This is an optimization exercise on Yosys and OpenROAD, whose aim is small area, a short achievable clock period and few clock cycles, not a production implementation. At most, simulation tests tie the RTL to the original design; equivalence was not proved. The RTL of runs 5 and 6 was laid out without a check of its function. Power is estimated from default activity; no workload was simulated.

`flow/design.v`:
```
module vcore (
    input  wire        clk,
    input  wire        rst,
    input  wire        mode_no_site_id,
    input  wire        mode_spad_mon,
    input  wire        mode_bs_relaxed,
    input  wire        cfg_valid,
    input  wire [11:0] cfg_def,
    output reg  [2:0]  cfg_err,
    output reg  [2:0]  nmod,
    output reg  [7:0]  frame_words,
    input  wire        in_valid,
    output wire        in_ready,
    input  wire [31:0] in_data,
    output reg         res_valid,
    output reg  [1:0]  res_mod,
    output reg         res_ok,
    output reg         res_es,
    output reg  [5:0]  res_ec,
    output reg  [6:0]  res_spad_chg,
    output reg         res_bs_ran,
    output reg         res_bs_disc,
    output reg  [1:0]  res_aux_chg,
    output reg  [31:0] res_seq
);
    localparam NMOD   = 4;
    localparam MAGIC  = 32'hE5E5E5E5;
    localparam MAGIC1 = 32'hE5E5E5E6;    
    localparam NSP    = 28;              
    integer k;
    reg nsi_q, bsr_q;
    always @(posedge clk) begin
        nsi_q <= mode_no_site_id;
        bsr_q <= mode_bs_relaxed;
    end
    wire [2:0] cd_site = cfg_def[2:0];
    wire       ca0 = ~cfg_def[3] & ~cfg_def[4];
    wire       ca1 =  cfg_def[3] ^  cfg_def[4];
    wire       ca2 =  cfg_def[3] &  cfg_def[4];
    wire       cb0 = ~cfg_def[5] & ~cfg_def[6];
    wire       cb1 =  cfg_def[5] ^  cfg_def[6];
    wire       cb2 =  cfg_def[5] &  cfg_def[6];
    wire [2:0] cd_n;
    assign cd_n[0] = ca1 ^ cb1;
    assign cd_n[1] = (ca2 & cb0) | (ca1 & cb1) | (ca0 & cb2) | (ca2 & cb1) | (ca1 & cb2);
    assign cd_n[2] = ca2 & cb2;
    wire [2:0] cu  = cfg_def[7:5];
    wire       ct0 = (cu == 3'b000);
    wire       ct1 = (cu == 3'b001) | (cu == 3'b010) | (cu == 3'b100);
    wire       ct2 = (cu == 3'b011) | (cu == 3'b101) | (cu == 3'b110);
    wire       ct3 = (cu == 3'b111);
    wire [5:0] cqh;                      
    assign cqh[0] = ca0 & ct0;
    assign cqh[1] = (ca1 & ct0) | (ca0 & ct1);
    assign cqh[2] = (ca2 & ct0) | (ca1 & ct1) | (ca0 & ct2);
    assign cqh[3] = (ca2 & ct1) | (ca1 & ct2) | (ca0 & ct3);
    assign cqh[4] = (ca2 & ct2) | (ca1 & ct3);
    assign cqh[5] = ca2 & ct3;
    wire [2:0] cd_q = {cqh[4] | cqh[5], cqh[2] | cqh[3], cqh[1] | cqh[3] | cqh[5]};
    wire       cd_s    = cfg_def[7];
    wire       cd_p    = cfg_def[8];
    wire       cd_sf   = cfg_def[9];
    wire       cd_l    = cfg_def[10];
    wire       cd_m    = cfg_def[11];
    wire       cd_n4   = &cfg_def[6:3];
    wire       cd_len0 = ~|cfg_def[8:3];
    reg [2:0] cd_err;
    always @* begin
        if (nmod[2])                     cd_err = 3'd1;
        else if (cd_site == 3'd7)        cd_err = 3'd2;
        else if (cd_l && cd_m)           cd_err = 3'd3;
        else if (cd_len0)                cd_err = 3'd4;
        else if ((cd_l || cd_m) && !cd_n4) cd_err = 3'd5;
        else                             cd_err = 3'd0;
    end
    wire cd_ok = !nmod[2] && (cd_site != 3'd7) && !(cd_l && cd_m) && !cd_len0 &&
                 !((cd_l || cd_m) && !cd_n4);
    wire [2:0] fw_lo = frame_words[2:0] + {2'b00, cd_p};
    wire       fw_c  = cd_p & (&frame_words[2:0]);
    wire [6:0] fw_sel = fw_c ? {cqh, 1'b0} : {1'b0, cqh};
    wire [4:0] fw_h0 = frame_words[7:3];
    wire [4:0] fw_h1 = fw_h0 + 5'd1;
    wire [4:0] fw_h2 = fw_h0 + 5'd2;
    wire [4:0] fw_h3 = fw_h0 + 5'd3;
    wire [4:0] fw_h4 = fw_h0 + 5'd4;
    wire [4:0] fw_h5 = fw_h0 + 5'd5;
    wire [4:0] fw_h6 = fw_h0 + 5'd6;
    wire [4:0] fw_hi = ({5{fw_sel[0]}} & fw_h0) | ({5{fw_sel[1]}} & fw_h1) |
                       ({5{fw_sel[2]}} & fw_h2) | ({5{fw_sel[3]}} & fw_h3) |
                       ({5{fw_sel[4]}} & fw_h4) | ({5{fw_sel[5]}} & fw_h5) |
                       ({5{fw_sel[6]}} & fw_h6);
    reg [2:0] d_site [0:NMOD-1];
    reg [2:0] d_n    [0:NMOD-1];
    reg       d_s    [0:NMOD-1];
    reg       d_p    [0:NMOD-1];
    reg       d_sf   [0:NMOD-1];
    reg       d_bs   [0:NMOD-1];
    reg       d_msb  [0:NMOD-1];
    reg       d_spm  [0:NMOD-1];
    reg [2:0] d_q    [0:NMOD-1];    
    reg [2:0] nsp;       
    always @(posedge clk) begin
        for (k = 0; k < NMOD; k = k + 1)
            if (cfg_valid && nmod == k) begin
                d_site[k] <= cd_site; d_n[k] <= cd_n; d_s[k] <= cd_s; d_p[k] <= cd_p;
                d_sf[k] <= cd_sf; d_bs[k] <= cd_l | cd_m; d_msb[k] <= cd_m;
                d_spm[k] <= mode_spad_mon; d_q[k] <= cd_q;
            end
        if (rst) begin
            nmod        <= 3'd0;
            frame_words <= 8'd0;
            cfg_err     <= 3'd0;
            nsp         <= 3'd0;
        end else if (cfg_valid) begin
            cfg_err <= cd_err;
            if (cd_ok) begin
                nmod        <= nmod + 3'd1;
                frame_words <= {fw_hi, fw_lo};
                nsp         <= nsp + {2'b00, cd_s & mode_spad_mon};
            end
        end
    end
    reg [31:0] lc   [0:NMOD-1];   
    reg [NMOD-1:0] lc_v;          
    reg       rdy;
    reg [1:0] cur_m;
    reg [5:0] cur_i;
    assign in_ready = rdy;
    wire acc = in_valid && rdy;
    wire [2:0] m_site = d_site[cur_m];
    wire [2:0] m_n    = d_n[cur_m];
    wire       m_s    = d_s[cur_m];
    wire       m_p    = d_p[cur_m];
    wire       m_sf   = d_sf[cur_m];
    wire       m_spm  = d_spm[cur_m];
    wire [2:0] m_q    = d_q[cur_m];
    wire       t_last  = m_p ? (cur_i[5:3] == m_q && cur_i[2:0] == 3'd0)
                             : (cur_i[5:3] == m_q - 3'd1 && cur_i[2:0] == 3'd7);
    wire       t_first = (cur_i == 6'd0);
    wire       t_win   = (cur_i[5:2] == 4'd0);
    wire       t_i3    = (cur_i == 6'd3);
    wire [5:0] n8      = {m_n, 3'b000};
    wire [5:0] n4      = {1'b0, m_n, 2'b00};
    wire       t_id    = (cur_i < n8);
    wire       t_hi    = (cur_i >= n4);
    wire [3:0] kk      = t_hi ? ({m_n, 1'b0} - 4'd1 - cur_i[5:2]) : cur_i[5:2];
    wire [7:0] t_idb   = {m_site, kk[1:0], t_hi, cur_i[1:0]};
    wire [5:0] jj      = cur_i - n8;
    wire       sfirst  = m_s && (!m_p || m_sf);
    wire       pfirst  = m_s && m_p && !m_sf;
    wire       t_sc    = !t_id && ((sfirst && jj == 6'd0) || (pfirst && jj == 6'd1));
    wire       t_sp    = !t_id && m_spm &&
                         ((sfirst && jj >= 6'd1 && jj <= 6'd7) || (pfirst && jj >= 6'd2 && jj <= 6'd8));
    wire       t_n0    = (m_n == 3'd0) && m_s && m_spm;
    wire       t_pend1 = t_n0 && ((sfirst && (cur_i == 6'd2 || cur_i == 6'd3)) || (pfirst && cur_i == 6'd3));
    wire       t_pend2 = t_n0 && sfirst && cur_i == 6'd3;
    reg        s0_v;
    reg [31:0] s0_d;
    reg [1:0]  s0_m;
    reg        s0_last, s0_first, s0_win, s0_i3, s0_id, s0_sc, s0_sp, s0_pend1, s0_pend2;
    reg        s0_bs, s0_msb;
    reg [7:0]  s0_idb;
    reg [31:0] s0_lce;     
    always @(posedge clk) begin
        s0_d     <= in_data;
        s0_m     <= cur_m;
        s0_last  <= t_last;
        s0_first <= t_first;
        s0_win   <= t_win;
        s0_i3    <= t_i3;
        s0_id    <= t_id;
        s0_sc    <= t_sc;
        s0_sp    <= t_sp;
        s0_pend1 <= t_pend1;
        s0_pend2 <= t_pend2;
        s0_bs    <= d_bs[cur_m];
        s0_msb   <= d_msb[cur_m];
        s0_idb   <= t_idb;
        s0_lce   <= lc_v[cur_m] ? lc[cur_m] : 32'd1;
        if (rst) begin
            rdy   <= 1'b0;
            s0_v  <= 1'b0;
            cur_m <= 2'd0;
            cur_i <= 6'd0;
        end else begin
            rdy  <= (nmod != 3'd0);
            s0_v <= acc;
            if (acc) begin
                if (t_last) begin
                    cur_i <= 6'd0;
                    cur_m <= (cur_m == nmod[1:0] - 2'd1) ? 2'd0 : cur_m + 2'd1;
                end else begin
                    cur_i <= cur_i + 6'd1;
                end
            end
        end
    end
    reg        cand_q;      
    reg        es_q;        
    reg        sc_pend;     
    reg [6:0]  chg_acc;
    reg [31:0] pl5, pl6, pl7;
    reg [31:0] sp   [0:NSP-1];
    reg [4:0]  sp_cnt;    
    reg        sp_full;
    wire [31:0] V        = s0_d;
    wire        is_magic = (V == MAGIC);
    wire        cand_now = s0_first ? is_magic : (cand_q && is_magic);
    wire        wr_ok    = s0_win ? !cand_now : !es_q;
    wire        resolve  = s0_v && s0_win && !s0_first && cand_q && !is_magic;
    wire        sc_pass = (V == s0_lce);
    wire        sc_fix  = resolve && sc_pend;
    wire        sc_w    = (s0_v && s0_sc && sc_pass && wr_ok) || sc_fix;
    wire [31:0] sc_wd   = sc_fix ? MAGIC1 : V + 32'd1;
    reg [31:0] sp_head;
    always @* begin
        case (nsp[1:0])
            2'd0:    sp_head = sp[0];
            2'd3:    sp_head = sp[7];
            2'd2:    sp_head = sp[14];
            default: sp_head = sp[21];
        endcase
    end
    wire [31:0] sp_eff  = sp_full ? sp_head : 32'd0;
    wire        sp_chg  = (V != sp_eff);
    wire        sp_sh   = s0_v && s0_sp;
    wire [31:0] sp_in   = wr_ok ? V : sp_eff;
    wire        fix26   = resolve && s0_pend1;
    wire        fix25   = resolve && s0_pend2;
    wire [4:0]  sp_tot1 = {nsp[1:0], 3'b000} - {2'b00, nsp} - 5'd1;    
    wire [7:0]  mask    = nsi_q ? 8'h1F : 8'hFF;
    wire        id_fail = |((V[7:0] ^ s0_idb) & mask);
    wire        fail    = s0_id ? id_fail : (s0_sc && !sc_pass);
    reg        s1_v, s1_last, s1_first, s1_fail, s1_es, s1_bs, s1_msb;
    reg [1:0]  s1_m;
    always @(posedge clk) begin
        if (s0_v) begin
            cand_q  <= cand_now;
            es_q    <= s0_first ? 1'b0 : (s0_i3 ? cand_now : es_q);
            sc_pend <= (s0_first ? 1'b0 : sc_pend) | (s0_sc && sc_pass && s0_win && cand_now);
            chg_acc <= s0_first ? 7'd0 : (s0_sp ? {sp_chg, chg_acc[6:1]} : chg_acc);
            if (s0_id) begin
                pl5 <= {V[5], pl5[31:1]};
                pl6 <= {V[6], pl6[31:1]};
                pl7 <= {V[7], pl7[31:1]};
            end
        end
        for (k = 0; k < NMOD; k = k + 1)
            if (sc_w && s0_m == k) lc[k] <= sc_wd;
        if (sp_sh) begin
            for (k = 0; k < NSP - 3; k = k + 1) sp[k] <= sp[k+1];
            sp[NSP-3] <= fix25 ? MAGIC : sp[NSP-2];
            sp[NSP-2] <= fix26 ? MAGIC : sp[NSP-1];
            sp[NSP-1] <= sp_in;
        end
        s1_last  <= s0_last;
        s1_first <= s0_first;
        s1_fail  <= fail;
        s1_es    <= s0_first ? 1'b0 : es_q;
        s1_bs    <= s0_bs;
        s1_msb   <= s0_msb;
        s1_m     <= s0_m;
        if (rst) begin
            lc_v <= {NMOD{1'b0}};
            sp_cnt  <= 5'd0;
            sp_full <= 1'b0;
            s1_v <= 1'b0;
        end else begin
            s1_v <= s0_v;
            for (k = 0; k < NMOD; k = k + 1)
                if (sc_w && s0_m == k) lc_v[k] <= 1'b1;
            if (sp_sh && !sp_full) begin
                sp_cnt <= sp_cnt + 5'd1;
                if (sp_cnt == sp_tot1) sp_full <= 1'b1;
            end
        end
    end
    reg        ok_acc;
    reg [5:0]  ec_acc;
    reg [31:0] h_seq1 [0:NMOD-1];    
    reg [31:0] h_aux0 [0:NMOD-1];    
    reg [31:0] h_aux1 [0:NMOD-1];
    reg [NMOD-1:0] h_prim;
    function [31:0] rev32(input [31:0] x);
        integer b;
        begin
            for (b = 0; b < 32; b = b + 1) rev32[b] = x[31-b];
        end
    endfunction
    wire        ok_run  = (s1_first ? 1'b1 : ok_acc) & !s1_fail;
    wire [5:0]  ec_run  = (s1_first ? 6'd0 : ec_acc) + {5'd0, s1_fail};
    wire        bs_run  = s1_v && s1_last && s1_bs && !s1_es && ok_run;
    wire [31:0] seq_dec = s1_msb ? rev32(pl5) : pl5;
    wire        prim    = h_prim[s1_m];
    wire        disc    = prim && !bsr_q && (seq_dec != h_seq1[s1_m]);
    wire [1:0]  auxc    = prim ? {pl7 != h_aux1[s1_m], pl6 != h_aux0[s1_m]} : 2'b00;
    always @(posedge clk) begin
        if (s1_v) begin
            ok_acc <= ok_run;
            ec_acc <= ec_run;
        end
        for (k = 0; k < NMOD; k = k + 1)
            if (bs_run && s1_m == k) begin
                h_seq1[k] <= seq_dec + 32'd1;
                h_aux0[k] <= pl6;
                h_aux1[k] <= pl7;
            end
        res_mod      <= s1_m;
        res_es       <= s1_es;
        res_ok       <= s1_es | ok_run;
        res_ec       <= s1_es ? 6'd0 : ec_run;
        res_spad_chg <= s1_es ? 7'd0 : chg_acc;
        res_bs_ran   <= bs_run;
        res_bs_disc  <= bs_run && disc;
        res_aux_chg  <= bs_run ? auxc : 2'b00;
        res_seq      <= seq_dec;
        if (rst) begin
            h_prim    <= {NMOD{1'b0}};
            res_valid <= 1'b0;
        end else begin
            res_valid <= s1_v && s1_last;
            for (k = 0; k < NMOD; k = k + 1)
                if (bs_run && s1_m == k) h_prim[k] <= 1'b1;
        end
    end
endmodule
```
`flow/flow/run.sh`:
```
#!/bin/bash
set -euo pipefail
bash standard.sh SETUP_SLACK_MARGIN=7.0 'BUFFER_PORTS_ARGS=-buffer_cell sky130_fd_sc_hd__buf_2' finish > standard.log 2>&1
```
`flow/standard.sh`:
```
#!/bin/bash
# synth_recipe.tcl (not shown) runs the flow's synth.tcl, then flattens the netlist and writes it again
# the make line also repeats each setting of config.mk as NAME=value (left out here)
make -C /OpenROAD-flow-scripts/flow DESIGN_CONFIG=/design/flow/config.mk WORK_HOME=/design/flow/orfs CLKGATE_MAP_FILE= SYNTH_SCRIPT=/design/flow/synth_recipe.tcl "${@:-finish}"
```
`flow/config.mk`:
```
export PLATFORM = sky130hd
export DESIGN_NAME = vcore
export DESIGN_NICKNAME = vcore
export VERILOG_FILES = /design/flow/design.v
export SDC_FILE = /design/flow/constraint.sdc
export NUM_CORES = 4
export LEC_CHECK = 0
export CAP_MARGIN = 20
export CORE_MARGIN = 2
export CORE_UTILIZATION = 40
export CTS_CLUSTER_DIAMETER = 80
export CTS_CLUSTER_SIZE = 30
export SLEW_MARGIN = 20
```
`flow/constraint.sdc`:
```
create_clock -name core_clock -period 10.0 [get_ports {clk}]
set_input_delay 2.0000 -clock core_clock [delete_from_list [all_inputs] [get_ports {clk}]]
set_output_delay 2.0000 -clock core_clock [all_outputs]
set_load 0.01 [all_outputs]
```
==> summary.md, run 1 <==
| Metric | Value |
|---|---|
| CP bufs+invs | 1 |
| First-pass GRT wire length | 195 mm |
| Sw frac | a little over a fifth |
| Slew Viols, Final | 0 |
| Critical path capture point type | primary output |
| Pin count of the biggest net entering global routing | just over 200 |
| Logic gate share of total power | between 2 and 2.5% |
| Die Span Y | 403 um |
| Initial Util | 40.2% |
| Ranking of synthesized cells by area | edfxtp_1, dfxtp_1, mux4_2 |
| Reg area | 0.0515 mm2 |
| Die W | just over 400 um |
| Worst-Skew Late Latency | 0.74 ns |
| RSZ-0062 raised after global routing | yes |
| Syn_nets | 3,512 |
| Post-synth top cells | edfxtp_1, dfxtp_1, nor2_1 |
| TritonCTS clock tree | done |
| Area of the multi-input gates | 0.0121 mm2 |
| Largest family of logic cells by synthesized area | simple AND/OR/NAND/NOR gates |
| CP top delay family | flip-flops |
| Sequential fraction of the synthesis area | around four fifths |
| Pwr Total | 12,600 uW |
| Synthesized flop and latch total | ~1,800 |
| Placeable Area | between 0.15 and 0.2 mm2 |
| Iteration-0 DRC Markers | 3,260 |
| Cts hold-fix bufs | 0 |
| TritonCTS buffer count | 86 |
| Drt first pass iters | 6 |
| Synth Area in Compound Gates | 4.02% |
| Leakage power | ~0.023 uW |
| Achievable Freq | 309 MHz |
| Post-synth top flop | edfxtp_1 |
| Mapped Area | 0.0636 mm2 |
| Routed Antenna Nets | 0 |
| Mapped Avg Cell Area | 18.6 um2 |
| CP Cell Sequence | buf_6 |
| Cell variety after synth | 78 |
| Count leader, synth | edfxtp_1 |
| Placer Congestion | between 0.9 and 1 |
| Final Hold Fails | 0 |
| Seq pwr share | 63.5% |
| Critical Path Slowest Stage Cell | dfxtp_4 |
| Post-synthesis xor/xnor area fraction | 3.05% |
| Hold Crit Class | reg2reg |
| Avg Vias per Cell | 5.31 |
| Max Root-Sink Buffers | 3 |
| # port buffers | ~120 |
| Switching Power | 2700 uW |
| Arr. time, crit path | 1.23 ns |
| Total clock sinks | roughly 1,800 |
| Vias in the first global route | between 20,000 and 30,000 |
| Slew margin rel. | 22.9% |
| YS warnings | 15 |
| Critical Path RT | 8.00 ns |
| Htree depth | 3 |
| Worst Setup Path Type | reg2out |
| # IOs | 120 |
| P_int | 9950 uW |
| DIE AREA | approximately 0.16 mm2 |
| # setup viols final | 0 |
| Fillers | 13,400 |
| Clock share of power | approximately a third |
| Worst ir drop on vdd | 0.122 mV |
| Initial antenna violation count | 6 |
| Final min period | 3.23 ns |
| Synth-to-Final Area Change | 13.3% |
| Adder-cell area share of the yosys netlist | 1.03% |
| Worst-path clk slew | 0.11 ns |
| Number of synthesized flops with an enable pin | 1,581 |
| Status | no timing/DRC/antenna violations |
| HPWL Detailed | 81.0 mm |
| Skew final | roughly 0.047 ns |
| Cell type with the largest total area after synthesis | edfxtp_1 |
| Max-Cap Viols | 0 |
| Crit Path Max Fanout | 1 |
| DRC viols | 0 |
| Yosys top cell area share | 74.7% |
| Vias | 30,600 |
| Post-Synth Simple-Gate Area | 5.11% |
| Max stage delay on crit path | 0.37 ns |
| Row count | 146 |
| Clk root buf | clkbuf_16 |
| Share of cells above drive strength 1 | 19.2% |
| Tot GR Track Use | 16.0% |
| Gate Count Post-Synth | 3,411 |
| Ys async rst share | 0% |
| Fin crit share | 32.3% |
| Avg WL per Cell | 23.3 um |
| CP Launch Type | register |
| Final Routed Wirelength | ~130 mm |
| Grt ovf | 0 |
| Setup TNS | 0 ns |
| Final net count | 3,724 |
| Worst Tran Pin Value | 1.15 ns |
| Pwr per Cell Area | 176 mW/mm2 |
| Mux cell area share after synthesis | under 10% |
-- final timing paths --
kind | from | end | slack, ns | depth (start not counted)
hold reg to reg | s0_last$_DFF_P_ | s1_last$_DFF_P_ | 0.33 | 0
hold / removal | s0_last$_DFF_P_ | s1_last$_DFF_P_ | 0.33 | 0
setup / recovery | res_seq[0]$_DFF_P_ | res_seq[0] | 6.77 | 1
setup reg to reg | s0_d[2]$_DFF_P_ | lc[3][31]$_DFFE_PP_ | 7.02 | 6
-- flip-flops by register name, indices dropped and copies added (netlist names), 32 cells and up --
register / cells
h_aux0: 128
h_aux1: 128
h_seq1: 128
lc: 128
pl5: 32
pl6: 32
pl7: 32
res_seq: 32
s0_d: 32
s0_lce: 32
sp: 896
-- kinds of logic after synthesis --
| kind of cell | after synthesis |
|---|---|
| flops | 1772 |
| simple gates | 626 |
| compound gates | 347 |
| xor+xnor | 220 |
| buf+inv | 220 |
| mux | 173 |
| fa+ha+maj | 53 |
-- layer usage --
metal	GRT usage, %	routed length, um
met1	24.1	61900
met3	2.17	7750
met5	0	25
met4	5.65	4430
met2	23.9	59900
-- area by class of cell --
class,instances,share of cell area [%]
multi-input cells,1422,16.7
flip-flops and latches,1772,71.5
inverters,85,0.478
clock inverters,53,1.09
well taps,2072,3.60
repair buffers,256,3.51
diodes,1,0.00347
clock buffers,103,3.12
-- power by group through the flow --
stage	sequential [uW]	combinational, uW	clock [uW]
floorplan	8180	156	0
global placement	8200	247	0
detailed placement	8200	248	0
CTS	8030	281	4460
global route	8030	326	4690
finish	8030	304	4310
-- through the flow --
stage                     cell area, um2  util, %  cells  hold slack [ns]  worst slack [ns]
final                              72000     45.6   5764            0.334              6.77
after global routing               72000     45.6   5763            0.338              6.72
after CTS                          71200     45.1   5735            0.334              6.70
after detailed placement           66800     42.3   5518            0.312              5.61
after global placement             66800     42.3   5518            0.315              5.61
after floorplan                    63600        -   3411            0.310             -4.31
-- layout by cell type (no fill, tap or decap), types with 78 or more instances in the layout --
cell and count:
mux4_2 97, edfxtp_1 1581, buf_6 81, xnor2_1 147, buf_4 84, nand2_1 95, dfxtp_1 102, a21oi_1 78
clkbuf_16 89, nor2_1 156
-- what timing repair did --
action	4_1_cts	5_1_grt
gates cloned	5	4
pin swaps	39	43
gates resized for setup	239	140
setup endpoints to repair	806	665
setup buffers	56	24
Testbench counts, summed over its fixed seeds: cycles 58,256.
==> run 2: changes to the inputs <==
--- a/flow/config.mk
+++ b/flow/config.mk
@@ -7,7 +7,7 @@
 export LEC_CHECK = 0
 export CAP_MARGIN = 20
 export CORE_MARGIN = 2
-export CORE_UTILIZATION = 40
+export CORE_UTILIZATION = 60
 export CTS_CLUSTER_DIAMETER = 80
 export CTS_CLUSTER_SIZE = 30
 export SLEW_MARGIN = 20
==> run 2 against run 1 <==
Area after synthesis stayed put; sequential share of layout area increased by 1.8 points; register-to-register slack worse by 0.06 ns; combinational power decreased by 4%; cell area shrank 2.5%; utilization is 21 points higher; routed wire length fell by 5.5%; via count about the same.
==> summary.md, run 2 <==
| Metric | Value |
|---|---|
| Gate Count Post-Synth | around 3,400 |
| Slew Viols, Final | 0 |
| # IOs | between 100 and 150 |
| Fin crit share | 31.7% |
| R2R Path End | s0_idb[4]$_DFF_P_ |
| Worst ir drop on vdd | 0.164 mV |
| Syn_nets | 3,512 |
| Min-delay src | s0_last$_DFF_P_ |
| CP bufs+invs | 1 |
| Dpl cell area | 0.0660 mm2 |
| Cell variety after synth | 78 |
| Synth-to-Final Area Change | 10.4% |
| Max Root-Sink Buffers | 3 |
| TritonCTS buffer count | 72 |
| Critical Path Slowest Stage Cell | dfxtp_4 |
| Skew final | 0.0268 ns |
| CP Launch Type | register |
| YS warnings | 15 |
| Final Cell Area | 0.0702 mm2 |
| # port buffers | 119 |
| FF-to-FF path depth | 10 |
| Worst-Skew Late Latency | just under 0.7 ns |
| Final net count | 3,710 |
| RR Startpoint | cur_m[1]$_SDFFE_PP0P_ |
| Final worst slack | 6.83 ns |
| Post-synth top flop | edfxtp_1 |
| Critical path capture point type | primary output |
| CP top delay family | flip-flops |
| Flip-flop count of the largest register after layout | 896 |
| Drt first pass iters | 8 |
| Reg area | ~0.051 mm2 |
| Ranking of synthesized cells by area | edfxtp_1, dfxtp_1, mux4_2 |
| DRC viols | 0 |
| Achievable Freq | 315 MHz |
| Critical Path RT | 8.00 ns |
| Yosys top cell area share | between 70% and 80% |
| Final Hold Fails | 0 |
| Avg Vias per Cell | 6.06 |
| Initial Util | 60.5% |
| First-pass GRT wire length | approximately 190 mm |
| Count leader, synth | edfxtp_1 |
| Hold path depth | 0 |
| Biggest register | sp |
| Final Routed Wirelength | 127 mm |
| Status | no timing/DRC/antenna violations |
| Synthesized flop and latch total | about 1,800 |
| Most frequent cells in the layout | edfxtp_1, nor2_1, xnor2_1, dfxtp_1, mux4_2 |
| RSZ-0062 raised after global routing | yes |
| Slew margin rel. | 20.7% |
| CP Cell Sequence | buf_6 |
| Clk root buf | clkbuf_16 |
| Pwr per Cell Area | 170 mW/mm2 |
| HPWL Detailed | roughly 76 mm |
| Setup TNS | 0 ns |
| Worst Setup Path Type | reg2out |
| Crit Path Max Fanout | 1 |
| Die Span Y | 329 um |
| Die W | around 330 um |
| Number of synthesized flops with an enable pin | 1,581 |
| Grt ovf | 0 |
| Vias | 30,600 |
| DIE AREA | 0.109 mm2 |
| Tot GR Track Use | 22.9% |
| Placeable Area | 0.105 mm2 |
| Post-synth top cells | edfxtp_1, dfxtp_1, nor2_1 |
| Row count | 119 |
| Mapped Avg Cell Area | 18.6 um2 |
| Htree depth | 3 |
| Final min period | between 3 and 4 ns |
| Worst reg-to-reg setup slack | 6.96 ns |
| Area of the multi-input gates | between 0.01 and 0.015 mm2 |
| Routed Antenna Nets | 0 |
| Cell type with the largest total area after synthesis | edfxtp_1 |
| Max stage delay on crit path | 0.38 ns |
| Placer Congestion | 0.865 |
| Mapped Area | 0.0636 mm2 |
| Vias in the first global route | 29,800 |
| Worst-path clk slew | 0.11 ns |
| Avg WL per Cell | 25.1 um |
| Iteration-0 DRC Markers | 3,317 |
| Total clock sinks | 1,772 |
| Fillers | roughly 7,000 |
| Most common cell after layout, fill and taps aside | edfxtp_1 |
| Leakage power | 0.0222 uW |
| Pin count of the biggest net entering global routing | 200 |
| # setup viols final | 0 |
| Sequential fraction of the synthesis area | 80.7% |
| Hold Crit Class | reg2reg |
| Worst Tran Pin Value | 1.19 ns |
| Ys async rst share | 0% |
| Initial antenna violation count | 1 |
| TritonCTS clock tree | done |
| Max-Cap Viols | 0 |
| Worst hold path endpoint | s1_last$_DFF_P_ |
| Pre-CTS WS | 5.68 ns |
| Share of cells above drive strength 1 | 17.4% |
| Arr. time, crit path | 1.17 ns |
==> run 2: cell counts after synthesis <==
No cell type changed its count.
==> run 2: final cells by class <==
cell class / instances / area share, %
clock inverters: 16 / 0.242
inverters: 85 / 0.481
clock buffers: 107 / 2.84
repair buffers: 258 / 3.52
flip-flops and latches: 1772 / 73.3
multi-input cells: 1420 / 17.1
diodes: 1 / 0.00356
well taps: 1391 / 2.48
==> run 2: per-layer routing <==
metal | wire, um | global-route usage, % | up-vias
li1 | - | - | 13600
met1 | 56600 | 35.4 | 15800
met2 | 58800 | 35.0 | 1037
met3 | 8210 | 3.31 | 169
met4 | 2960 | 5.87 | 0
met5 | 0 | 0 | -
==> run 2: how the worst max path moves through the flow <==
stage	end	slack (ns)	start	depth (start not counted)
floorplan	sp[0][0]$_DFFE_PP_	-4.31	s0_v$_SDFF_PP0_	2
global placement	frame_words[4]$_SDFFE_PP0P_	5.69	cfg_def[3]	8
detailed placement	frame_words[7]$_SDFFE_PP0P_	5.68	cfg_def[3]	9
CTS	res_mod[0]	6.77	res_mod[0]$_DFF_P_	1
global route	res_mod[0]	6.78	res_mod[0]$_DFF_P_	1
finish	res_mod[0]	6.83	res_mod[0]$_DFF_P_	1
==> run 2: cell families after synthesis <==
family / after synthesis / share of synthesized area, %
AND/OR/NAND/NOR: 626 / 5.11
multiplexers: 173 / 4.71
AO/OA/AOI/OAI: 347 / 4.02
buffers and inverters: 220 / 1.38
adder cells (fa/ha/maj): 53 / 1.03
flip-flops: 1772 / 80.7
XOR/XNOR: 220 / 3.05
==> run 2: repair_timing <==
action | in CTS | in global routing
endpoints found under the hold margin | 0 | 0
gates cloned | 1 | 4
setup endpoints to repair | 906 | 521
hold buffers | 0 | 0
setup buffers | 43 | 35
pin swaps | 35 | 48
gates resized for setup | 217 | 112
==> run 2: stage by stage <==
stage          util (%)  hold slack (ns)  total power (uW)  std cells
3_5_place_dp       62.8            0.313              8440       4842
2_1_floorplan         -            0.310              8340       3411
6_report           66.8            0.336             11900       5050
3_3_place_gp       62.7            0.316              8430       4837
5_1_grt            66.8            0.334             12300       5049
4_1_cts            66.0            0.331             12000       5009
==> run 2: power breakdown <==
| group | switching, uW | internal [uW] |
|---|---|---|
| registers | 39.6 | 7990 |
| logic | 174 | 118 |
| clock network | 2140 | 1440 |
| total | 2350 | 9550 |
==> run 3: changes to the inputs <==
--- a/flow/config.mk
+++ b/flow/config.mk
@@ -11,3 +11,4 @@
 export CTS_CLUSTER_DIAMETER = 80
 export CTS_CLUSTER_SIZE = 30
 export SLEW_MARGIN = 20
+export TNS_END_PERCENT = 10
==> run 3 against run 2 <==
Sequential power about the same; routed wire length decreased by 1.4%; critical path depth increased by 8; cell count decreased by 0.99%; global-route usage about the same; cell area decreased by 1.6%; clock skew increased by 0.0083 ns; non-clock buffer count decreased by 50; flip-flop and latch count unchanged; power increased by 0.14%; critical path type is now in2reg; critical endpoint is now frame_words[4]$_SDFFE_PP0P_; highest routed layer is now met5.
==> summary.md, run 3 <==
| Metric | Value |
|---|---|
| Status | no timing/DRC/antenna violations |
| Ranking of synthesized cells by area | edfxtp_1, dfxtp_1, mux4_2 |
| Final net count | 3,659 |
| RR Startpoint | s0_d[28]$_DFF_P_ |
| Grt ovf | 0 |
| Most frequent cells in the layout | edfxtp_1, nor2_1, xnor2_1, dfxtp_1, buf_2 |
| Final min period | 3.24 ns |
| Final Hold Fails | 0 |
| TritonCTS clock tree | done |
| Post-synth top cells | edfxtp_1, dfxtp_1, nor2_1 |
| Share of cells above drive strength 1 | 14.7% |
| Max stage delay on crit path | 0.33 ns |
| Synthesized flop and latch total | 1,772 |
| RSZ-0062 raised after global routing | yes |
| Worst ir drop on vdd | 0.174 mV |
| Synth-to-Final Area Change | 8.70% |
| Post-synth top flop | edfxtp_1 |
| Max-Cap Viols | 0 |
| Area of the multi-input gates | about 0.012 mm2 |
| Syn_nets | 3,512 |
| Post-Layout Cell Count | 5,000 |
| Fin crit share | between 30% and 40% |
| Total clock sinks | 1,772 |
| Max Root-Sink Buffers | 3 |
| Worst-path clk slew | about 0.11 ns |
| Biggest register | sp |
| Cell variety after synth | just under 80 |
| Ys async rst share | 0% |
| Count leader, synth | edfxtp_1 |
| Worst Setup Path Type | in2reg |
| Dpl cells | 4,840 |
| Pwr Total | about 12,000 uW |
| Placer Congestion | 0.846 |
| Switching Power | roughly 2400 uW |
| Worst-Skew Late Latency | 0.70 ns |
| DRC viols | 0 |
| Gate Count Post-Synth | 3,411 |
| Iteration-0 DRC Markers | 3,524 |
| Slew Viols, Final | 0 |
| Hold Slack | 0.338 ns |
| CP Launch Type | input pin |
| Crit Path Max Fanout | 6 |
| Mapped Avg Cell Area | 18.6 um2 |
| Achievable Freq | 309 MHz |
| Number of synthesized flops with an enable pin | 1,581 |
| Sequential fraction of the synthesis area | 80.7% |
| Die W | 329 um |
| Logic gate share of total power | 2.1% |
| Vias in the first global route | approximately 30,000 |
| Final Routed Wirelength | 125 mm |
| Tot GR Track Use | ~23% |
| CP Cell Sequence | buf_6 > inv_2 > ha_4 > o21ai_1 > a311oi_4 > nor2_1 > a21boi_0 > o31ai_1 > a21oi_1 |
| Initial antenna violation count | 5 |
| Critical path capture point type | register |
| First-pass GRT wire length | around 190 mm |
| Min-delay src | s0_last$_DFF_P_ |
| Pwr per Cell Area | approximately 170 mW/mm2 |
| Row count | between 100 and 150 |
| P_int | 9560 uW |
| Most common cell after layout, fill and taps aside | edfxtp_1 |
| Dpl cell area | 0.0659 mm2 |
| Initial Util | between 60 and 70% |
| Hold Crit Class | reg2reg |
| Clk root buf | clkbuf_16 |
| Cell type with the largest total area after synthesis | edfxtp_1 |
| Leakage power | 0.0218 uW |
| Placeable Area | 0.105 mm2 |
| DIE AREA | 0.109 mm2 |
| Htree depth | 3 |
| # setup viols final | 0 |
| Drt first pass iters | 8 |
| Cts hold-fix bufs | 0 |
| Vias | 30,500 |
| Yosys top cell area share | approximately 75% |
| Final Cell Area | 0.0691 mm2 |
| Avg Vias per Cell | slightly above 6 |
| # port buffers | 119 |
| Worst Setup SP | cfg_def[5] |
| Pin count of the biggest net entering global routing | 201 |
| Clock share of power | 30.5% |
| Flip-flop count of the largest register after layout | 896 |
| Worst Tran Pin Value | 1.22 ns |
| Reg area | 0.0514 mm2 |
| Slew margin rel. | between 10% and 20% |
| Sw frac | 19.8% |
| Seq pwr share | between 60 and 70% |
| HPWL Detailed | 75.8 mm |
| Fillers | 7,118 |
| Skew final | ~0.035 ns |
| TritonCTS buffer count | 72 |
| YS warnings | 15 |
| Ant diodes | 0 |
| Critical Path RT | 10.52 ns |
| Avg WL per Cell | 25.0 um |
| # IOs | 120 |
| Arr. time, crit path | 3.76 ns |
| Mapped Area | 0.0636 mm2 |
| Die Span Y | 329 um |
| Routed Antenna Nets | 0 |
| Critical Path Slowest Stage Cell | o21ai_1 |
run 3: path summary, 6_finish.rpt:
path                                 end  slack [ns]  cells past startpoint
min reg2reg              s1_last$_DFF_P_        0.34                      0
max          frame_words[4]$_SDFFE_PP0P_        6.76                      9
min                      s1_last$_DFF_P_        0.34                      0
max reg2reg         sp[27][11]$_DFFE_PP_        6.89                      6
run 3: area by class of cell:
class | instances | area share [%]
clock buffers | 107 | 2.93
clock inverters | 18 | 0.319
inverters | 85 | 0.478
multi-input cells | 1419 | 17.0
flip-flops and latches | 1772 | 74.4
well taps | 1391 | 2.52
repair buffers | 208 | 2.33
run 3: stage by stage:
step / worst slack (ns) / setup TNS (ns) / util (%)
2_1_floorplan: -4.31 / -3859.99 / -
4_1_cts: 6.74 / 0 / 65.4
6_report: 6.76 / 0 / 65.7
3_5_place_dp: 5.55 / 0 / 62.7
3_3_place_gp: 5.73 / 0 / 62.7
5_1_grt: 6.72 / 0 / 65.7
run 3: repair_timing:
item                                    CTS  global route
gates cloned                              2             1
pin swaps                                17            12
endpoints found under the hold margin     0             0
gates resized for setup                 141            46
buffers inserted                         14            17
setup endpoints to repair              1069           938
run 3: power groups by stage:
stage          Combinational (uW)  Sequential (uW)  Clock, uW
2_1_floorplan                 154             8180          0
3_3_place_gp                  226             8200          0
3_5_place_dp                  232             8200          0
4_1_cts                       246             8030       3750
5_1_grt                       274             8040       3990
6_report                      252             8030       3630
run 3: cells by family after synthesis:
| kind of cell | Yosys count | synth area share (%) |
|---|---|---|
| buf+inv | 220 | 1.38 |
| simple gates | 626 | 5.11 |
| flops | 1772 | 80.7 |
| fa+ha+maj | 53 | 1.03 |
| mux | 173 | 4.71 |
| compound gates | 347 | 4.02 |
| xor+xnor | 220 | 3.05 |
run 3: worst max-delay path, delay by kind of cell:
family,cells,cell delay (ns)
adder cells (fa/ha/maj),1,0.17
AND/OR/NAND/NOR,1,0.29
buffers and inverters,2,0.14
AO/OA/AOI/OAI,5,1.15
run 3: per-layer routing:
layer  global-route usage (%)  vias up  part of all wire [%]
li1                         -    13500                     -
met3                     3.34      201                   6.6
met2                     33.9     1063                    45
met4                     6.60        2                   2.5
met1                     36.0    15700                    45
met5                        0        -                 0.010
==> run 4: changes to the inputs <==
==> flow/flow/run.sh (replaced) <==
#!/bin/bash
set -euo pipefail
bash standard.sh SETUP_SLACK_MARGIN=6.8 'BUFFER_PORTS_ARGS=-buffer_cell sky130_fd_sc_hd__buf_2' finish > standard.log 2>&1
--- a/flow/config.mk
+++ b/flow/config.mk
@@ -11,4 +11,3 @@
 export CTS_CLUSTER_DIAMETER = 80
 export CTS_CLUSTER_SIZE = 30
 export SLEW_MARGIN = 20
-export TNS_END_PERCENT = 10
==> run 4 against run 3 <==
Register-to-register slack got worse by 0.08 ns; via count decreased by 0.51%; utilization increased by 0.39 points; routed wire length increased by 0.73%; die area unchanged; clock power decreased by 2%; still clean on timing, DRC and antenna; power decreased by 0.62%; hold slack got worse by 0.0024 ns; count of clock-buffer cells in the layout decreased by 1; clock skew decreased by 0.0053 ns.
==> summary.md, run 4 <==
| Metric | Value |
|---|---|
| Status | no timing/DRC/antenna violations |
| Sw frac | 19.7% |
| Final worst slack | around 6.8 ns |
| Flip-flop count of the largest register after layout | between 800 and 900 |
| Mapped Avg Cell Area | 18.6 um2 |
| Max Root-Sink Buffers | 3 |
| Hold Crit Class | reg2reg |
| Final net count | 3,695 |
| Worst-path clk slew | 0.10 ns |
| Synth-to-Final Area Change | 9.33% |
| TritonCTS clock tree | done |
| Gate Count Post-Synth | 3,411 |
| Max-Cap Viols | 0 |
| # port buffers | 119 |
| Leakage power | 0.0220 uW |
| Ys async rst share | 0% |
| Synthesized flop and latch total | 1,772 |
| Skew final | 0.0298 ns |
| Pwr Total | approximately 12,000 uW |
| Final min period | 3.19 ns |
| Achievable Freq | 313 MHz |
| Worst Setup Path Type | reg2reg |
| Number of synthesized flops with an enable pin | 1,581 |
| Share of cells above drive strength 1 | about 16% |
| Die W | between 300 and 400 um |
| CP bufs+invs | 1 |
| Post-synthesis xor/xnor area fraction | 3.05% |
| TritonCTS buffer count | 71 |
| Avg Vias per Cell | 6.02 |
| Die Span Y | approximately 330 um |
| Slew margin rel. | 19.1% |
| Drt first pass iters | 9 |
| Slew Viols, Final | 0 |
| Pre-CTS WS | 5.65 ns |
| Routed Antenna Nets | 0 |
| YS warnings | 15 |
| Post-synth top cells | edfxtp_1, dfxtp_1, nor2_1 |
| Worst reg-to-reg setup slack | between 6 and 7 ns |
| Clock share of power | 29.9% |
| Initial antenna violation count | 3 |
| Biggest register | sp |
| Max stage delay on crit path | approximately 0.59 ns |
| Placeable Area | 0.105 mm2 |
| Dpl cell area | roughly 0.066 mm2 |
| Vias | between 30,000 and 40,000 |
| Crit path depth | 6 |
| Syn_nets | 3,512 |
| Final Cell Area | 0.0695 mm2 |
| Logic gate share of total power | 2.3% |
| First-pass GRT wire length | 185 mm |
| Iteration-0 DRC Markers | 3,561 |
| Synth Area in Compound Gates | under 10% |
| Worst Tran Pin Value | 1.21 ns |
| Worst-Skew Late Latency | roughly 0.69 ns |
| CP Launch Type | register |
| Mux cell area share after synthesis | between 4 and 5% |
| Grt ovf | 0 |
| Crit Path Max Fanout | 35 |
| Fin crit share | between 30% and 40% |
| DIE AREA | 0.109 mm2 |
| Sequential fraction of the synthesis area | 80.7% |
| Total clock sinks | 1,772 |
| Most common cell after layout, fill and taps aside | edfxtp_1 |
| Cell type with the largest total area after synthesis | edfxtp_1 |
| Initial Util | between 60% and 70% |
| DRC viols | 0 |
| Final Routed Wirelength | 126 mm |
| RSZ-0062 raised after global routing | yes |
| # IOs | 120 |
| FF-to-FF path depth | 6 |
| Tot GR Track Use | between 20% and 30% |
| Placer Congestion | roughly 0.85 |
| P_int | 9510 uW |
| Vias in the first global route | about 30,000 |
| Final Hold Fails | 0 |
| Mapped Area | 0.0636 mm2 |
| Ranking of synthesized cells by area | edfxtp_1, dfxtp_1, mux4_2 |
| Most frequent cells in the layout | edfxtp_1, nor2_1, xnor2_1, dfxtp_1, buf_2 |
| HPWL Detailed | 74.9 mm |
| Seq pwr share | 67.8% |
| Adder-cell area share of the yosys netlist | 1.03% |
| Yosys top cell area share | between 70% and 80% |
| Arr. time, crit path | 3.61 ns |
| Worst ir drop on vdd | 0.163 mV |
| Pin count of the biggest net entering global routing | 210 |
| Critical Path RT | 10.41 ns |
| Post-Synth Simple-Gate Area | 5.11% |
| Hold Slack | 0.336 ns |
| Post-synth top flop | edfxtp_1 |
| Count leader, synth | edfxtp_1 |
| # setup viols final | 0 |
| Hold path depth | 0 |
| Critical Path Slowest Stage Cell | or4_1 |
| Cell variety after synth | 78 |
| Critical path capture point type | register |
| Htree depth | 3 |
| Clk root buf | clkbuf_16 |
| CP Cell Sequence | nand4_1 > or4_1 > or4_4 > mux2i_4 > buf_12 > mux2_1 |
| Row count | 119 |
| Avg WL per Cell | 25.0 um |
| Switching Power | 2340 uW |
| Largest family of logic cells by synthesized area | simple AND/OR/NAND/NOR gates |
| Pwr per Cell Area | 170 mW/mm2 |
| CP top delay family | simple AND/OR/NAND/NOR gates |
## run 4: cell counts after synthesis
No cell type changed its count.
## run 4: per-stage QoR
step | setup TNS (ns) | cells | utilization, %
final | 0 | 5037 | 66.1
after global routing | 0 | 5037 | 66.1
after CTS | 0 | 4998 | 65.5
after detailed placement | 0 | 4842 | 62.7
after global placement | 0 | 4841 | 62.7
after floorplan | -3859.99 | 3411 | -
## run 4: final timing paths
check                                       from              endpoint
worst min register to register   s0_last$_DFF_P_       s1_last$_DFF_P_
worst max register to register  s0_d[22]$_DFF_P_  sp[27][11]$_DFFE_PP_
worst max-delay path            s0_d[22]$_DFF_P_  sp[27][11]$_DFFE_PP_
worst min-delay path             s0_last$_DFF_P_       s1_last$_DFF_P_
## run 4: cell families after synthesis
family,count (synthesis)
XOR/XNOR,220
flip-flops,1772
buffers and inverters,220
adder cells (fa/ha/maj),53
multiplexers,173
AO/OA/AOI/OAI,347
AND/OR/NAND/NOR,626
## run 4: area by class of cell
cell class | instances | area [um2]
Clock inverter | 17 | 194
Timing Repair Buffer | 245 | 2080
Inverter | 85 | 337
Multi-Input combinational cell | 1419 | 11800
Antenna cell | 2 | 5.00
Clock buffer | 106 | 1960
Tap cell | 1391 | 1740
Fill cell | 7119 | 35600
Sequential cell | 1772 | 51400
## run 4: power by group through the flow
stage	clock network [uW]	logic, uW	registers [uW]
6_report	3550	269	8030
5_1_grt	3900	290	8030
4_1_cts	3660	256	8030
3_5_place_dp	0	241	8200
3_3_place_gp	0	235	8200
2_1_floorplan	0	156	8180
## run 4: metal layers
metal / routed length (um) / track usage [%]
met5: 0 / 0
met3: 7170 / 2.54
met2: 58400 / 35.0
met4: 2810 / 6.20
met1: 57300 / 35.6
## run 4: timing repair
action | 4_1_cts | 5_1_grt
gates resized for setup | 131 | 73
cloned | 1 | 5
pin swaps | 20 | 22
endpoints found under the setup margin | 803 | 603
hold buffers | 0 | 0
buffers inserted | 32 | 30
==> run 5: changes to the inputs <==
--- a/flow/design.v
+++ b/flow/design.v
@@ -25,9 +25,20 @@
 );
     localparam NMOD   = 4;
     localparam MAGIC  = 32'hE5E5E5E5;
-    localparam MAGIC1 = 32'hE5E5E5E6;    
     localparam NSP    = 28;              
     integer k;
+    function succ32(input [31:0] a, input [31:0] b);
+        reg [31:0] x;
+        reg        r;
+        integer    i;
+        begin
+            x = a ^ b;
+            r = x[0];
+            for (i = 1; i < 32; i = i + 1) r = r & (!x[i] | x[i-1]);
+            for (i = 0; i < 31; i = i + 1) r = r & (!x[i] | (x[i+1] ? !a[i] : a[i]));
+            succ32 = r;
+        end
+    endfunction
     reg nsi_q, bsr_q;
     always @(posedge clk) begin
         nsi_q <= mode_no_site_id;
@@ -176,7 +187,7 @@
         s0_bs    <= d_bs[cur_m];
         s0_msb   <= d_msb[cur_m];
         s0_idb   <= t_idb;
-        s0_lce   <= lc_v[cur_m] ? lc[cur_m] : 32'd1;
+        s0_lce   <= lc_v[cur_m] ? lc[cur_m] : 32'd0;
         if (rst) begin
             rdy   <= 1'b0;
             s0_v  <= 1'b0;
@@ -208,10 +219,10 @@
     wire        cand_now = s0_first ? is_magic : (cand_q && is_magic);
     wire        wr_ok    = s0_win ? !cand_now : !es_q;
     wire        resolve  = s0_v && s0_win && !s0_first && cand_q && !is_magic;
-    wire        sc_pass = (V == s0_lce);
+    wire        sc_pass = succ32(V, s0_lce);
     wire        sc_fix  = resolve && sc_pend;
     wire        sc_w    = (s0_v && s0_sc && sc_pass && wr_ok) || sc_fix;
-    wire [31:0] sc_wd   = sc_fix ? MAGIC1 : V + 32'd1;
+    wire [31:0] sc_wd   = sc_fix ? MAGIC : V;
     reg [31:0] sp_head;
     always @* begin
         case (nsp[1:0])
@@ -277,7 +288,7 @@
     end
     reg        ok_acc;
     reg [5:0]  ec_acc;
-    reg [31:0] h_seq1 [0:NMOD-1];    
+    reg [31:0] h_seq  [0:NMOD-1];    
     reg [31:0] h_aux0 [0:NMOD-1];    
     reg [31:0] h_aux1 [0:NMOD-1];
     reg [NMOD-1:0] h_prim;
@@ -292,7 +303,7 @@
     wire        bs_run  = s1_v && s1_last && s1_bs && !s1_es && ok_run;
     wire [31:0] seq_dec = s1_msb ? rev32(pl5) : pl5;
     wire        prim    = h_prim[s1_m];
-    wire        disc    = prim && !bsr_q && (seq_dec != h_seq1[s1_m]);
+    wire        disc    = prim && !bsr_q && !succ32(seq_dec, h_seq[s1_m]);
     wire [1:0]  auxc    = prim ? {pl7 != h_aux1[s1_m], pl6 != h_aux0[s1_m]} : 2'b00;
     always @(posedge clk) begin
         if (s1_v) begin
@@ -301,7 +312,7 @@
         end
         for (k = 0; k < NMOD; k = k + 1)
             if (bs_run && s1_m == k) begin
-                h_seq1[k] <= seq_dec + 32'd1;
+                h_seq[k]  <= seq_dec;
                 h_aux0[k] <= pl6;
                 h_aux1[k] <= pl7;
             end
==> flow/flow/run.sh (replaced) <==
#!/bin/bash
set -euo pipefail
bash standard.sh SETUP_SLACK_MARGIN=7.0 'BUFFER_PORTS_ARGS=-buffer_cell sky130_fd_sc_hd__buf_2' finish > standard.log 2>&1
--- a/flow/config.mk
+++ b/flow/config.mk
@@ -7,7 +7,8 @@
 export LEC_CHECK = 0
 export CAP_MARGIN = 20
 export CORE_MARGIN = 2
-export CORE_UTILIZATION = 60
+export CORE_UTILIZATION = 70
 export CTS_CLUSTER_DIAMETER = 80
 export CTS_CLUSTER_SIZE = 30
+export PLACE_DENSITY = 0.78
 export SLEW_MARGIN = 20
==> run 5 against run 4 <==
Still clean; non-clock buffer count decreased by 27; sequential power about the same; routed wire length increased by 0.86%; die area decreased by 14%; via count increased by 0.60%; global-route usage increased by 4.1 points; register-to-register slack improved by 0.14 ns.
==> summary.md, run 5 <==
| Metric | Value |
|---|---|
| # setup viols final | 0 |
| First-pass GRT wire length | around 190 mm |
| Tot GR Track Use | a little over a quarter |
| Final Routed Wirelength | about 130 mm |
| Cell variety after synth | 79 |
| Worst hold path endpoint | s1_last$_DFF_P_ |
| Yosys top cell area share | 74.9% |
| Reg area | 0.0515 mm2 |
| Flip-flop count of the largest register after layout | 896 |
| Ranking of synthesized cells by area | edfxtp_1, dfxtp_1, mux4_2 |
| Synth-to-Final Area Change | 9.71% |
| Row count | between 100 and 150 |
| FF-to-FF path depth | 9 |
| Fin crit share | 32.5% |
| Cell type with the largest total area after synthesis | edfxtp_1 |
| Total clock sinks | 1,772 |
| Crit Path Max Fanout | 4 |
| Critical path capture point type | register |
| CP top delay family | compound AO/OA/AOI/OAI gates |
| Hold Slack | 0.357 ns |
| Status | no timing/DRC/antenna violations |
| Hold Crit Class | reg2reg |
| Avg Vias per Cell | 6.37 |
| Final net count | 3,664 |
| Worst ir drop on vdd | 0.175 mV |
| Leakage power | 0.0222 uW |
| Ys async rst share | 0% |
| Htree depth | 3 |
| Iteration-0 DRC Markers | about 3,700 |
| TritonCTS clock tree | done |
| Most common cell after layout, fill and taps aside | edfxtp_1 |
| Syn_nets | 3,496 |
| Biggest register | sp |
| # port buffers | around 120 |
| Achievable Freq | 308 MHz |
| CP bufs+invs | 4 |
| Arr. time, crit path | 3.73 ns |
| Worst-Skew Late Latency | 0.67 ns |
| DIE AREA | 0.0930 mm2 |
| Final min period | 3.25 ns |
| Worst Tran Pin Value | 1.05 ns |
| Initial antenna violation count | 3 |
| Synthesized flop and latch total | 1,772 |
| Worst Setup Path Type | in2reg |
| Avg WL per Cell | 26.5 um |
| Max stage delay on crit path | 0.25 ns |
| Share of cells above drive strength 1 | 18.4% |
| Sequential fraction of the synthesis area | 80.9% |
| Number of synthesized flops with an enable pin | 1,581 |
| Area of the multi-input gates | 0.0121 mm2 |
| Mapped Avg Cell Area | 18.7 um2 |
| Setup TNS | 0 ns |
| CP Launch Type | input pin |
| Drt first pass iters | 6 |
| Vias | approximately 30,000 |
| DRC viols | 0 |
| Most frequent cells in the layout | edfxtp_1, nand2_1, nor2_1, xnor2_1, dfxtp_1 |
| Pwr per Cell Area | 170 mW/mm2 |
| Max Root-Sink Buffers | 3 |
| Post-synth top flop | edfxtp_1 |
| Final Hold Fails | 0 |
| Placeable Area | 0.0899 mm2 |
| RSZ-0062 raised after global routing | yes |
| Skew final | roughly 0.037 ns |
| Grt ovf | 0 |
| # IOs | 120 |
| Critical Path RT | 10.49 ns |
| Slew margin rel. | 30.2% |
| Worst reg-to-reg setup slack | 6.95 ns |
| Clk root buf | clkbuf_16 |
| Min-delay src | s0_last$_DFF_P_ |
| Placer Congestion | 0.908 |
| Initial Util | 70.5% |
| Hold path depth | 0 |
| Routed Antenna Nets | 0 |
| CP Cell Sequence | buf_2 > inv_2 > ha_2 > o21ba_4 > a22oi_2 > buf_4 > a31oi_4 > inv_1 > o21ai_0 > a221oi_2 > o32ai_1 |
| RR Startpoint | s0_d[10]$_DFF_P_ |
| Pwr Total | 11,900 uW |
| Die Span Y | between 300 and 400 um |
| Die W | around 300 um |
| R2R Path End | lc[2][29]$_DFFE_PP_ |
| Pin count of the biggest net entering global routing | 160 |
| Max-Cap Viols | 0 |
| HPWL Detailed | 69.0 mm |
| Slew Viols, Final | 0 |
| Fillers | between 4,000 and 5,000 |
| Mapped Area | 0.0634 mm2 |
| Worst-path clk slew | 0.11 ns |
| TritonCTS buffer count | 70 |
| Count leader, synth | edfxtp_1 |
| Gate Count Post-Synth | 3,397 |
| Post-synth top cells | edfxtp_1, dfxtp_1, nand2_1 |
| Critical Path Slowest Stage Cell | a22oi_2 |
| YS warnings | 15 |
| Vias in the first global route | roughly 30,000 |
run 5: changes by cell type in the layout (fill, tap and decap cells not counted), sizes merged, moves of 12 or more:
cell / change
nand2: +71
o21ai: +60
nand3: -30
nor2: -27
buf: -26
or2: +24
inv: -19
mux2: -18
mux2i: +16
nor3: -14
a21oi: -13
nand2b: +13
nor2b: +12
run 5: final cells by class:
class | instances | share of cell area [%]
Sequential cell | 1772 | 74.0
Multi-Input combinational cell | 1431 | 17.4
Timing Repair Buffer | 218 | 3.08
Clock buffer | 104 | 2.78
Tap cell | 1176 | 2.12
Inverter | 69 | 0.396
Clock inverter | 9 | 0.219
Timing Repair inverter | 3 | 0.0252
Antenna cell | 3 | 0.0108
run 5: routing by layer:
metal	GRT usage (%)	vias up	share of wire, %
li1	-	13400	-
met1	38.4	15600	40
met2	44.7	1355	50
met3	4.44	173	7.3
met4	6.06	2	2.2
met5	0	-	0.010
run 5: repair_timing:
| action | 4_1_cts | 5_1_grt |
|---|---|---|
| hold buffers | 0 | 0 |
| resized for setup | 302 | 105 |
| pin swaps | 44 | 47 |
| setup buffers | 37 | 19 |
| cloned | 8 | 4 |
| endpoints found under the setup margin | 1058 | 705 |
run 5: how the worst max path moves through the flow:
stage	from	endpoint	cells after the start
2_1_floorplan	s0_v$_SDFF_PP0_	sp[0][0]$_DFFE_PP_	2
3_3_place_gp	cfg_def[3]	frame_words[5]$_SDFFE_PP0P_	8
3_5_place_dp	cfg_def[8]	frame_words[6]$_SDFFE_PP0P_	8
4_1_cts	res_mod[0]$_DFF_P_	res_mod[0]	1
5_1_grt	cfg_def[6]	frame_words[6]$_SDFFE_PP0P_	11
6_report	cfg_def[6]	frame_words[6]$_SDFFE_PP0P_	11
run 5: logic make-up after synthesis:
kind of cell             share of synthesized area, %
flip-flops                                       80.9
multiplexers                                     4.66
XOR/XNOR                                         2.90
buffers and inverters                            1.31
adder cells (fa/ha/maj)                         0.975
AO/OA/AOI/OAI                                    3.98
AND/OR/NAND/NOR                                  5.26
run 5: stage by stage:
step	util [%]	setup WS, ns	area (um2)	std cells
2_1_floorplan	-	-4.34	63400	3397
3_3_place_gp	72.6	5.59	65300	4601
3_5_place_dp	72.6	5.50	65300	4601
4_1_cts	76.7	6.77	68900	4759
5_1_grt	77.4	6.71	69500	4782
6_report	77.4	6.75	69500	4785
run 5: report_power, final:
part / internal (uW) / total (uW) / switching, uW
clock: 1390 / 3530 / 2130
combinational: 124 / 287 / 163
sequential: 7990 / 8040 / 50.2
==> run 6: changes to the inputs <==
--- a/flow/config.mk
+++ b/flow/config.mk
@@ -7,8 +7,7 @@
 export LEC_CHECK = 0
 export CAP_MARGIN = 20
 export CORE_MARGIN = 2
-export CORE_UTILIZATION = 70
+export CORE_UTILIZATION = 60
 export CTS_CLUSTER_DIAMETER = 80
 export CTS_CLUSTER_SIZE = 30
-export PLACE_DENSITY = 0.78
 export SLEW_MARGIN = 20
==> run 6 against run 5 <==
Combinational power rose by 7.3%; register-to-register slack improved by 0.14 ns; cell area rose by 1.4%; sequential power barely moved; non-clock buffer count rose by 38; utilization fell by 10 points; hold slack got worse by 0.014 ns; first-iteration DRC count fell by 17%; power fell by 0.24%; count of clock-buffer cells in the layout fell by 5; routed wire length fell by 4.7%; die area rose by 16%; critical endpoint unchanged; largest cell class unchanged; highest routed layer unchanged.
==> summary.md, run 6 <==
| Metric | Value |
|---|---|
| Status | no timing/DRC/antenna violations |
| Tot GR Track Use | between 20% and 30% |
| Share of cells above drive strength 1 | 19.5% |
| Final net count | 3,699 |
| Total clock sinks | 1,772 |
| Die W | 329 um |
| HPWL Detailed | roughly 70 mm |
| Fin crit share | 32.2% |
| Max-Cap Viols | 0 |
| Pwr Total | 11,800 uW |
| # setup viols final | 0 |
| Initial Util | 60.4% |
| Placer Congestion | 0.843 |
| Critical path capture point type | register |
| Ys async rst share | 0% |
| DIE AREA | 0.108 mm2 |
| Initial antenna violation count | 2 |
| Flip-flop count of the largest register after layout | ~900 |
| Number of synthesized flops with an enable pin | 1,581 |
| Most frequent cells in the layout | edfxtp_1, nand2_1, nor2_1, xnor2_1, dfxtp_1 |
| Most common cell after layout, fill and taps aside | edfxtp_1 |
| Drt first pass iters | 8 |
| Final min period | 3.22 ns |
| Cell type with the largest total area after synthesis | edfxtp_1 |
| Synth-to-Final Area Change | 11.2% |
| TritonCTS clock tree | done |
| Pin count of the biggest net entering global routing | between 200 and 250 |
| Yosys top cell area share | 74.9% |
| YS warnings | 15 |
| Avg Vias per Cell | approximately 5.9 |
| Routed Antenna Nets | 0 |
| Crit Path Max Fanout | 4 |
| Mapped Area | 0.0634 mm2 |
| Final Cell Area | just over 0.07 mm2 |
| Cell variety after synth | 79 |
| Slew margin rel. | 24.4% |
| Worst ir drop on vdd | ~0.23 mV |
| Row count | 119 |
| Layout Utilization | 67.2% |
| Synthesized flop and latch total | 1,772 |
| Ranking of synthesized cells by area | edfxtp_1, dfxtp_1, mux4_2 |
| Achievable Freq | 311 MHz |
| # port buffers | 119 |
| Worst-Skew Late Latency | 0.67 ns |
| Htree depth | 3 |
| Grt ovf | 0 |
| # IOs | between 100 and 150 |
| DRC viols | 0 |
| Worst Tran Pin Value | 1.13 ns |
| Iteration-0 DRC Markers | 3,117 |
| Skew final | between 0.02 and 0.03 ns |
| Ant diodes | 0 |
| Worst-path clk slew | 0.11 ns |
| Cts hold-fix bufs | 0 |
| First-pass GRT wire length | 180 mm |
| Max Root-Sink Buffers | 3 |
| Arr. time, crit path | 3.72 ns |
| Post-synth top cells | edfxtp_1, dfxtp_1, nand2_1 |
| Mapped Avg Cell Area | 18.7 um2 |
| Sequential fraction of the synthesis area | 80.9% |
| Critical Path RT | roughly 11 ns |
| Worst Setup Path Type | in2reg |
| Final Hold Fails | 0 |
| Vias in the first global route | 29,200 |
| Pwr per Cell Area | 168 mW/mm2 |
| RSZ-0062 raised after global routing | yes |
| Leakage power | 0.0225 uW |
| Slew Viols, Final | 0 |
| Clk root buf | clkbuf_16 |
| Gate Count Post-Synth | 3,397 |
| Die Span Y | 329 um |
| Post-synth top flop | edfxtp_1 |
| TritonCTS buffer count | 71 |
| Avg WL per Cell | 24.0 um |
| Biggest register | sp |
| Placeable Area | 0.105 mm2 |
| Vias | 29,900 |
| CP Launch Type | input pin |
| Syn_nets | 3,496 |
| Final Routed Wirelength | 121 mm |
| Count leader, synth | edfxtp_1 |
| Hold Crit Class | reg2reg |
| Dpl cell area | between 0.06 and 0.07 mm2 |
[run 6: metrics by stage]
stage	instances	worst slack, ns	hold WS [ns]	TNS, ns
after CTS	4992	6.78	0.345	0
final	5032	6.78	0.343	0
after global routing	5032	6.73	0.349	0
after floorplan	3397	-4.34	0.310	-3889.64
after global placement	4812	5.54	0.320	0
after detailed placement	4815	5.45	0.322	0
[run 6: report_power, final]
| group | internal (uW) | total [uW] | switching [uW] |
|---|---|---|---|
| logic | 131 | 308 | 177 |
| registers | 7990 | 8030 | 40.7 |
| clock network | 1390 | 3490 | 2100 |
[run 6: worst max-delay path: stages]
cell      delay [ns]
buf_8           0.09
inv_4           0.03
ha_4            0.24
mux2_4          0.31
a22oi_2         0.28
nand2_2         0.14
o21bai_4        0.20
o221ai_4        0.14
a221oi_2        0.18
o32ai_1         0.11
[run 6: layout make-up]
class                      count  area (um2)
tap                         1391        1740
timing repair inverter         1        5.00
timing repair buffer         256        2700
fill                        6889       34500
clock buffer                  99        1900
clock inverter                15         193
multi-input combinational   1429       12200
inverter                      69         282
sequential                  1772       51500
[run 6: cell families (layout without fill, tap and decap cells)]
logic type      after synthesis  after routing  synth area share (%)
simple gates                643            644                  5.26
compound gates              358            358                  3.98
mux                         171            171                  4.66
xor+xnor                    207            207                  2.90
flops                      1772           1772                  80.9
fa+ha+maj                    49             49                 0.975
buf+inv                     197            440                  1.31
[run 6: final timing paths]
kind,from,cells after the start,end,slack [ns]
max reg2reg,cur_m[0]$_SDFFE_PP0P_,11,cur_i[5]$_SDFFE_PP0P_,7.09
min,s0_last$_DFF_P_,0,s1_last$_DFF_P_,0.34
min reg2reg,s0_last$_DFF_P_,0,s1_last$_DFF_P_,0.34
max,cfg_def[4],10,frame_words[6]$_SDFFE_PP0P_,6.78
[run 6: what timing repair did]
action | CTS | global route
buffers inserted | 57 | 28
setup endpoints to repair | 982 | 682
cloned | 6 | 12
hold endpoints to repair | 0 | 0
pin swaps | 52 | 43
resized for setup | 305 | 107
[run 6: metal layers]
metal	vias up	routed length [um]	GRT usage, %
met1	15500	55900	34.3
met4	4	2270	5.26
met5	-	27	0
met3	130	5780	2.54
met2	802	56800	33.7
li1	13400	-	-

-- static timing again, ports no longer ideal --
The flow's constraints put no driver on any port. The routed layouts listed below were extracted and timed again, unchanged, in two steps. Step 1 assumes that a clkbuf_16 drives the clock port and a buf_2 every other input. Step 2 moves the port delays by t, midway between the first and last clock arrival at a register: inputs arrive t later, outputs are due t later. That takes back most of the time a late clock gives input paths. Slacks: ideal ports / drivers / drivers and shift; pairs: ideal ports / drivers.
| run | t (ns) | setup slack, ns | worst register clock-pin slew, ns |
|---|---|---|---|
| run 1 | 0.786 | 6.768 / 6.696 / 6.189 | 0.12 / 0.12 |
| run 2 | 0.738 | 6.826 / 6.755 / 6.181 | 0.12 / 0.12 |
| run 3 | 0.757 | 6.759 / 6.742 / 6.038 | 0.12 / 0.12 |
| run 4 | 0.743 | 6.806 / 6.753 / 6.125 | 0.11 / 0.11 |
| run 5 | 0.733 | 6.755 / 6.752 / 6.040 | 0.12 / 0.12 |
| run 6 | 0.736 | 6.784 / 6.755 / 6.065 | 0.11 / 0.11 |
After both steps setup and hold are still met in every run listed. For run 3, which loses most, drivers alone change the setup slack by -0.017 ns; drivers and shift together by -0.721 ns.
